This design comes from an exercise in tuning for small area, a short achievable clock period and few clock cycles on the open sky130 flow, not from production work.
RTL that was checked went through simulation tests only; none was proved equivalent to the original.
Power and IR drop assume default switching activity.

== red ==
Design frame_rx, start of the top module:
module frame_rx (
    input  wire        clk,
    input  wire        rst,
    input  wire        in_valid,
    input  wire [7:0]  in_data,
    output wire        in_ready,
    output wire        o_valid,
    input  wire        o_ready,
    output wire [1:0]  o_kind,    
    output wire [15:0] o_pn,
    output wire [7:0]  o_type,
    output wire [5:0]  o_len,
    output wire [31:0] o_sid,
    output wire [15:0] o_tf,
    output wire [15:0] o_fi,
    output wire [7:0]  o_data,
    output wire        o_last
);
export LEC_CHECK = 0
export CAP_MARGIN = 20
export CORE_MARGIN = 2
export CORE_UTILIZATION = 45
export CTS_CLUSTER_DIAMETER = 80
export CTS_CLUSTER_SIZE = 25
export PLACE_DENSITY = 0.7
export SETUP_SLACK_MARGIN = 5
export SLEW_MARGIN = 20
create_clock -name core_clock -period 8.0 [get_ports {clk}]
run.sh (not shown) runs the stock make flow with config.mk's settings and CLKGATE_MAP_FILE= SYNTH_SCRIPT=/design/flow/synth_recipe.tcl, a recipe that flattens the netlist after the stock synthesis.
red: no failed stages, no open violations at the end
Testbench counts of red, summed over its fixed seeds: cycles 50,804.
For blue, these inputs were changed with respect to red:
- PLACE_DENSITY changed from 0.7 to 0.6
- CTS_CLUSTER_SIZE changed from 25 to 30
- CORE_UTILIZATION changed from 45 to 40
Area inside the core boundary for blue is higher than for red.
Setup fix buffers added after clock tree synthesis shrinks by a little under 10% when moving from red to blue.
In the flow results for blue and red, the proportion of power drawn by the clock network is smaller on red.
[blue] mean number of vias per cell fell 6.5% relative to red
Signed area change from the synthesized netlist to the final layout (lower): red
Well tap count was lower in the run labelled red.
Compared with red, blue shows a higher first-pass GRT wire length.
Edits applied to the flow inputs when going from blue to green:
- PLACE_DENSITY now 0.7, was 0.6
- CTS_CLUSTER_SIZE now 25, was 30
- BUFFER_PORTS_ARGS now -buffer_cell sky130_fd_sc_hd__buf_2, previously not set
- CORE_UTILIZATION now 45, was 40
==> flow/flow/run.sh (new file) <==
#!/bin/bash
# The standard layout (bash standard.sh, which also runs the standard
# synthesis unchanged), except that the port buffers that global placement
# inserts on every input and output are sky130_fd_sc_hd__buf_2 cells instead
# of the delay-buffer cells buffer_ports picks by default.
set -euo pipefail
echo "export BUFFER_PORTS_ARGS = -buffer_cell sky130_fd_sc_hd__buf_2" >> config.mk
bash standard.sh > orfs_flow.log 2>&1
==> flow/standard.sh (new file) <==
#!/bin/bash
# synth_recipe.tcl (not shown) runs the flow's synth.tcl, then flattens the netlist and writes it again
# the make line also repeats each setting of config.mk as NAME=value (left out here)
make -C /OpenROAD-flow-scripts/flow DESIGN_CONFIG=/design/flow/config.mk WORK_HOME=/design/flow/orfs CLKGATE_MAP_FILE= SYNTH_SCRIPT=/design/flow/synth_recipe.tcl "${@:-finish}"
removed: flow/run.sh
Results
- In green the growth of design area from synthesis to finish turned out 4.9 points lower than in blue.
- The lower multi-input logic portion of the cell area of green and blue is in blue.
- Comparing placeable core region for green and blue, the bigger number came from blue.
Modified inputs, orange compared to green
- changing CORE_UTILIZATION from 45 to 55
- changing PLACE_DENSITY from 0.7 to 0.8
Notes after the runs:
- Diff green -> orange: number of standard cells in the final layout excluding fillers fell 154; routed wire length rose 3.5%; total placed instance area fell about 0.55%.
- Summary: with green as the reference, wire length of the first global-routing pass in orange moved up by a few percent.
- Summary of orange over green: via count shows an increase of about 3%; worst hold slack shows an increase of 14 ps; height of the die shows a reduction of 9.4%; register fraction of the total cell area shows an increase of 0.34 points; relative area of non-clock buffer cells in the final design shows an increase of 0.24 points.

Another version of the RTL of frame_rx (not shown whole).
Size: about 1600 cells after synthesis, ~620 flip-flops, roughly 120 I/O pins, ~29000 sq um of cells after synthesis.
export LEC_CHECK = 0
export CAP_MARGIN = 20
export CORE_MARGIN = 2
export CORE_UTILIZATION = 40
export PLACE_DENSITY = 0.6
export SETUP_SLACK_MARGIN = 5
export SLEW_MARGIN = 20
export TNS_END_PERCENT = 0
create_clock -name core_clock -period 8.0 [get_ports {clk}]
Stock flow here: none of the scripts above is used.
The baseline completed without violations.
Next try:
TNS_END_PERCENT = not set   (was 0)
Synthesized cell count stays the same.
Clock power falls by about 4%.
Area after synthesis does not change.
Cell area rises by 1.3%.
Sequential share of layout area drops by 0.66 points.
No functional check of the RTL was part of any run of this note.

frame_rx with an RTL version that a note above also has.
Size: about 120 I/O pins, ~28000 um^2 of cells after synthesis.
clock: 8.0 ns
lec_check: 0
cap_margin: 20
core_margin: 2
core_utilization: 60
cts_cluster_diameter: 80
cts_cluster_size: 25
place_density: 0.8
setup_slack_margin: 5
slew_margin: 20
buffer_ports_args: -buffer_cell sky130_fd_sc_hd__buf_2
standard.sh (not shown) runs the stock make flow with config.mk's settings and CLKGATE_MAP_FILE= SYNTH_SCRIPT=/design/flow/synth_recipe.tcl, a recipe that flattens the netlist after the stock synthesis.
==> flow/flow/run.sh <==
#!/bin/bash
# The standard layout (bash standard.sh, which also runs the standard
# synthesis unchanged), except that the port buffers that global placement
# inserts on every input and output are sky130_fd_sc_hd__buf_2 cells instead
# of the delay-buffer cells buffer_ports picks by default.
set -euo pipefail
echo "export BUFFER_PORTS_ARGS = -buffer_cell sky130_fd_sc_hd__buf_2" >> config.mk
bash standard.sh > orfs_flow.log 2>&1
Testbench counts at the start, summed over its fixed seeds: cycles 50,804.
Edit:
CORE_UTILIZATION = 50   (was 60)
PLACE_DENSITY = 0.75   (was 0.8)
After rerunning: Global-route usage fell by 5.5 points. Clock-buffer cell count fell by 4. Routed wire length fell by 0.68%. Utilization fell by 11 points. Die area rose by 20%. Cell count rose by 6.3%. Power fell by 1.0%.
Edit:
==> flow/run.sh (new file) <==
#!/bin/bash
# synth_recipe.tcl (not shown) runs the flow's synth.tcl, then flattens the netlist and writes it again
# the make line also repeats each setting of config.mk as NAME=value (left out here)
make -C /OpenROAD-flow-scripts/flow DESIGN_CONFIG=/design/flow/config.mk WORK_HOME=/design/flow/orfs CLKGATE_MAP_FILE= SYNTH_SCRIPT=/design/flow/synth_recipe.tcl finish
BUFFER_PORTS_ARGS = not set   (was -buffer_cell sky130_fd_sc_hd__buf_2)
CORE_UTILIZATION = 40   (was 50)
PLACE_DENSITY = 0.6   (was 0.75)
removed: flow/flow/run.sh
removed: flow/standard.sh
The new run went through all stages and came out clean.
Global-route usage fell by 3.5 points.
Cell area climbs by 5.6%.
Fmax grows by 0.89%.
Register-to-register slack improved by 0.03 ns.
Utilization came out lower by 8.4 points.
First-iteration DRC count falls by 18%.
Setup slack gains 0.027 ns.
Power grows by 6.0%.
Count of clock-buffer cells in the layout came out higher by 3.
Sequential share of layout area shrinks by 3.1 points.
Edit:
==> flow/flow/run.sh (new file) <==
#!/bin/bash
# The standard layout (bash standard.sh, which also runs the standard
# synthesis unchanged), except that the port buffers that global placement
# inserts on every input and output are sky130_fd_sc_hd__buf_2 cells instead
# of the delay-buffer cells buffer_ports picks by default.
set -euo pipefail
echo "export BUFFER_PORTS_ARGS = -buffer_cell sky130_fd_sc_hd__buf_2" >> config.mk
bash standard.sh > orfs_flow.log 2>&1
==> flow/standard.sh (new file) <==
#!/bin/bash
# synth_recipe.tcl (not shown) runs the flow's synth.tcl, then flattens the netlist and writes it again
# the make line also repeats each setting of config.mk as NAME=value (left out here)
make -C /OpenROAD-flow-scripts/flow DESIGN_CONFIG=/design/flow/config.mk WORK_HOME=/design/flow/orfs CLKGATE_MAP_FILE= SYNTH_SCRIPT=/design/flow/synth_recipe.tcl "${@:-finish}"
BUFFER_PORTS_ARGS = -buffer_cell sky130_fd_sc_hd__buf_2   (was not set)
CORE_UTILIZATION = 55   (was 40)
CTS_CLUSTER_DIAMETER = 90   (was 80)
CTS_CLUSTER_SIZE = 30   (was 25)
PLACE_DENSITY = 0.8   (was 0.6)
removed: flow/run.sh
Clock-buffer cell count came out lower by 10.
Routed wire length fell by 2.9%.
Total power goes down by 6.7%.
Sequential cell count is unchanged.

## job 4966
frame_rx again, from the RTL that the note above started with.
## frame_rx
module frame_rx (
    input  wire        clk,
    input  wire        rst,
    input  wire        in_valid,
    input  wire [7:0]  in_data,
    output wire        in_ready,
    output wire        o_valid,
    input  wire        o_ready,
    output wire [1:0]  o_kind,    
    output wire [15:0] o_pn,
    output wire [7:0]  o_type,
    output wire [5:0]  o_len,
    output wire [31:0] o_sid,
    output wire [15:0] o_tf,
    output wire [15:0] o_fi,
    output wire [7:0]  o_data,
    output wire        o_last
);
export LEC_CHECK = 0
export CAP_MARGIN = 20
export CORE_MARGIN = 2
export CORE_UTILIZATION = 45
export CTS_CLUSTER_DIAMETER = 80
export CTS_CLUSTER_SIZE = 25
export PLACE_DENSITY = 0.7
export SETUP_SLACK_MARGIN = 5
export SLEW_MARGIN = 20
export BUFFER_PORTS_ARGS = -buffer_cell sky130_fd_sc_hd__buf_1
create_clock -name core_clock -period 8.0 [get_ports {clk}]
==> flow/flow/run.sh <==
#!/bin/bash
# The standard layout (bash standard.sh, which also runs the standard
# synthesis unchanged), except that the port buffers that global placement
# inserts on every input and output are sky130_fd_sc_hd__buf_1 cells instead
# of the delay-buffer cells buffer_ports picks by default.
set -euo pipefail
echo "export BUFFER_PORTS_ARGS = -buffer_cell sky130_fd_sc_hd__buf_1" >> config.mk
bash standard.sh > orfs_flow.log 2>&1
Testbench counts of job 4966, summed over its fixed seeds: cycles 50,804.
diff inputs: job 4966 => job 3829
Settings: a change of PLACE_DENSITY from 0.7 to 0.88; a change of CORE_UTILIZATION from 45 to 65; a change of BUFFER_PORTS_ARGS from -buffer_cell sky130_fd_sc_hd__buf_1 to -buffer_cell sky130_fd_sc_hd__buf_2.
--- a/flow/flow/run.sh
+++ b/flow/flow/run.sh
@@ -4 +4 @@
-# inserts on every input and output are sky130_fd_sc_hd__buf_1 cells instead
+# inserts on every input and output are sky130_fd_sc_hd__buf_2 cells instead
@@ -7 +7 @@
-echo "export BUFFER_PORTS_ARGS = -buffer_cell sky130_fd_sc_hd__buf_1" >> config.mk
+echo "export BUFFER_PORTS_ARGS = -buffer_cell sky130_fd_sc_hd__buf_2" >> config.mk
## What came out
Against job 4966, net count reported at finish in job 3829 fell slightly.
Job 3829 falls short of job 4966 in worst hold slack.
Diff job 3829..job 4966 | sequential cell count | unchanged
The number of rows created at floorplan in job 3829 was lower than what job 4966 gave.
The final wirelength reported for job 3829 is greater than that of job 4966 by about 5.4%.
Delta (job 3829 minus job 4966): clock skew now sits lower, clock period minus final worst setup slack lower, fraction of cell area in non-clock buffers went up 0.27 points.
Input-level comparison between job 6482 and job 3829:
Settings: CORE_UTILIZATION changed from 65 to 40; PLACE_DENSITY changed from 0.88 to 0.6.
[summary]
Job 6482: flow completed, timing, DRC and antenna clean. Delta(period utilization, job 6482 - job 3829) < 0. Count of boundary I/O pins: job 3829 vs job 6482 identical. For power per cell area, job 3829 and job 6482 come out practically identical. Diff job 3829 -> job 6482: synthesis-to-finish area growth climbed 2.5 points; synthesized cell count barely changed; combinational cell fraction of total power dropped 0.5 points; worst-case setup slack after placement dropped 0.095 ns; via count dropped 4.5%. Job 6482 and job 3829 ended up with roughly the same clock skew. Routed wire length went up slightly going from job 3829 to job 6482.

== fjord ==
frame_rx, a different RTL version from the one above (not shown whole).
Size: ~1,700 cells after synthesis, ~29,000 um^2 of cells after synthesis.
==> flow/config.mk <==
export PLATFORM = sky130hd
export DESIGN_NAME = frame_rx
export DESIGN_NICKNAME = frame_rx
export VERILOG_FILES = /design/flow/design.v
export SDC_FILE = /design/flow/constraint.sdc
export NUM_CORES = 4
export LEC_CHECK = 0
export CAP_MARGIN = 20
export CORE_MARGIN = 2
export CORE_UTILIZATION = 40
export CTS_CLUSTER_DIAMETER = 100
export CTS_CLUSTER_SIZE = 30
export PLACE_DENSITY = 0.6
export SETUP_SLACK_MARGIN = 5
export SLEW_MARGIN = 20
==> flow/constraint.sdc <==
create_clock -name core_clock -period 8.0 [get_ports {clk}]
set_input_delay 1.6000 -clock core_clock [delete_from_list [all_inputs] [get_ports {clk}]]
set_output_delay 1.6000 -clock core_clock [all_outputs]
set_load 0.01 [all_outputs]
run.sh (not shown) runs the stock make flow with config.mk's settings and CLKGATE_MAP_FILE= SYNTH_SCRIPT=/design/flow/synth_recipe.tcl, a recipe that flattens the netlist after the stock synthesis.
Stock flow here: none of the scripts above is used.
diff inputs: fjord => amber
--- a/flow/config.mk
+++ b/flow/config.mk
@@ -10,4 +10,2 @@
 export CORE_UTILIZATION = 40
-export CTS_CLUSTER_DIAMETER = 100
-export CTS_CLUSTER_SIZE = 30
 export PLACE_DENSITY = 0.6
--- outcome ---
Of amber and fjord, the lower post-route clock period utilization belongs to amber.
Going from fjord to amber, critical path depth now smaller; met3 track utilization from global routing picked up an extra 2.1 points; initial antenna violation count -3.
For fjord, the last element of the critical path was ring[48][4]$_DFFE_PP_, unlike amber, where it was o_type[7].
Net switching fraction of the power for amber: 1.3 points down relative to fjord
Function was not checked in any run of this note: the RTL went through the layout flow alone.

Another version of the RTL of frame_rx (not shown whole).
For scale: about 1,900 cells after synthesis, ~620 flip-flops, roughly 120 I/O pins, roughly 30,000 sq um of cells after synthesis.
clock: 8.0 ns
lec_check: 0
cap_margin: 20
core_margin: 2
core_utilization: 60
place_density: 0.75
setup_slack_margin: 5
slew_margin: 20
The starting point completed with no timing, DRC or antenna violations.
Testbench counts at the start, summed over its fixed seeds: cycles 50,804.
==> next run, changes <==
- CORE_UTILIZATION: 60 -> 40
- PLACE_DENSITY: 0.75 -> 0.6
Result: Register-to-register slack improves by 80 ps. Routed wire length shrinks by 1.3%. Sequential power barely changes. Count of clock-buffer cells in the layout falls by 3. Clock skew climbs by 11 ps. Hold slack improved by 7.2 ps. Cell area rises by 0.56%.

== maple ==
Starting RTL as in the previous note.
Settings: LEC_CHECK=0, CAP_MARGIN=20, CORE_MARGIN=2, CORE_UTILIZATION=40, PLACE_DENSITY=0.6, SETUP_SLACK_MARGIN=4.5, SLEW_MARGIN=20; clock period 8.0 ns.
Testbench counts of maple, summed over its fixed seeds: cycles 50,804.
For sierra, these inputs were changed with respect to maple:
==> flow/flow/run.sh (new file) <==
#!/bin/bash
set -euo pipefail
MARGIN=5.4
grep -v '^export SETUP_SLACK_MARGIN' config.mk > config.mk.new
echo "export SETUP_SLACK_MARGIN = $MARGIN" >> config.mk.new
mv config.mk.new config.mk
bash standard.sh > orfs_flow.log 2>&1
==> flow/standard.sh (new file) <==
#!/bin/bash
# synth_recipe.tcl (not shown) runs the flow's synth.tcl, then flattens the netlist and writes it again
# the make line also repeats each setting of config.mk as NAME=value (left out here)
make -C /OpenROAD-flow-scripts/flow DESIGN_CONFIG=/design/flow/config.mk WORK_HOME=/design/flow/orfs CLKGATE_MAP_FILE= SYNTH_SCRIPT=/design/flow/synth_recipe.tcl "${@:-finish}"
-- flow/config.mk --
<<< maple, line 12
export SETUP_SLACK_MARGIN = 4.5
>>> sierra, line 12
<<< maple, line 14
>>> sierra, line 13
export SETUP_SLACK_MARGIN = 5.4
removed: flow/run.sh
### Flow results
- Clock latency at the later pin of the worst-skew pair essentially unchanged between sierra and maple.
- In the flow results for sierra and maple, the number of cells traversed by the worst register-to-register path is larger on sierra.
- sierra vs maple: worst hold slack up
- Compared with maple, in sierra setup slack at placement up 0.18 ns, fraction of registers with async set/reset flat, power up about 7%, share of total power in the clock network down 2.5 points.
- Between sierra and maple, it is sierra whose cell area is higher, by 3600 µm².
- sierra: all stages complete, timing, DRC and antenna checks passed
- Relative contribution of combinational cells to total power in sierra is 6.0 points above maple.
- Side by side, clock-buffer cell count turned out lower in sierra than in maple.

## port drivers added, routing unchanged
The results above use ideal ports. As a check the final layouts listed here were re-extracted and re-timed, cells and wires unchanged. Step 1 sets driving cells, clkbuf_16 on the clock port and buf_2 on the other inputs (assumed; they add their load-dependent delay and slew). Step 2 moves the port delays by t, midway between the first and last clock arrival at a register: inputs arrive t later, outputs are due t later. That takes back most of the time a late clock gives input paths. a / b / c = ideal / step 1 / step 2; a / b = the first two.
run | shift t [ns] | setup slack, ns | pins driven straight from the clock port
red | 0.633 | 4.936 / 4.878 / 4.432 | 1
blue | 0.651 | 4.973 / 4.947 / 4.358 | 1
green | 0.635 | 4.913 / 4.890 / 4.256 | 1
orange | 0.679 | 4.984 / 4.927 / 4.339 | 1
the first run of note 2 | 0.694 | 4.721 / 4.655 / 3.998 | 1
the second run of note 2 | 0.673 | 5.022 / 4.957 / 4.441 | 1
the first run of note 3 | 0.630 | 4.837 / 4.815 / 4.185 | 1
the second run of note 3 | 0.684 | 4.945 / 4.945 / 4.306 | 1
the third run of note 3 | 0.647 | 4.972 / 4.953 / 4.388 | 1
the fourth run of note 3 | 0.670 | 4.885 / 4.920 / 4.249 | 1
job 4966 | 0.635 | 4.833 / 4.801 / 4.166 | 1
job 3829 | 0.687 | 4.861 / 4.825 / 4.138 | 1
job 6482 | 0.639 | 4.947 / 4.929 / 4.289 | 1
fjord | 0.662 | 5.007 / 4.986 / 4.381 | 1
amber | 0.673 | 5.021 / 4.956 / 4.429 | 1
the first run of note 6 | 0.659 | 4.918 / 4.918 / 4.407 | 1
the second run of note 6 | 0.676 | 4.989 / 4.986 / 4.340 | 1
maple | 0.683 | 4.518 / 4.494 / 3.811 | 1
sierra | 0.690 | 5.106 / 5.106 / 4.541 | 1
After both steps every run listed still meets setup and hold.
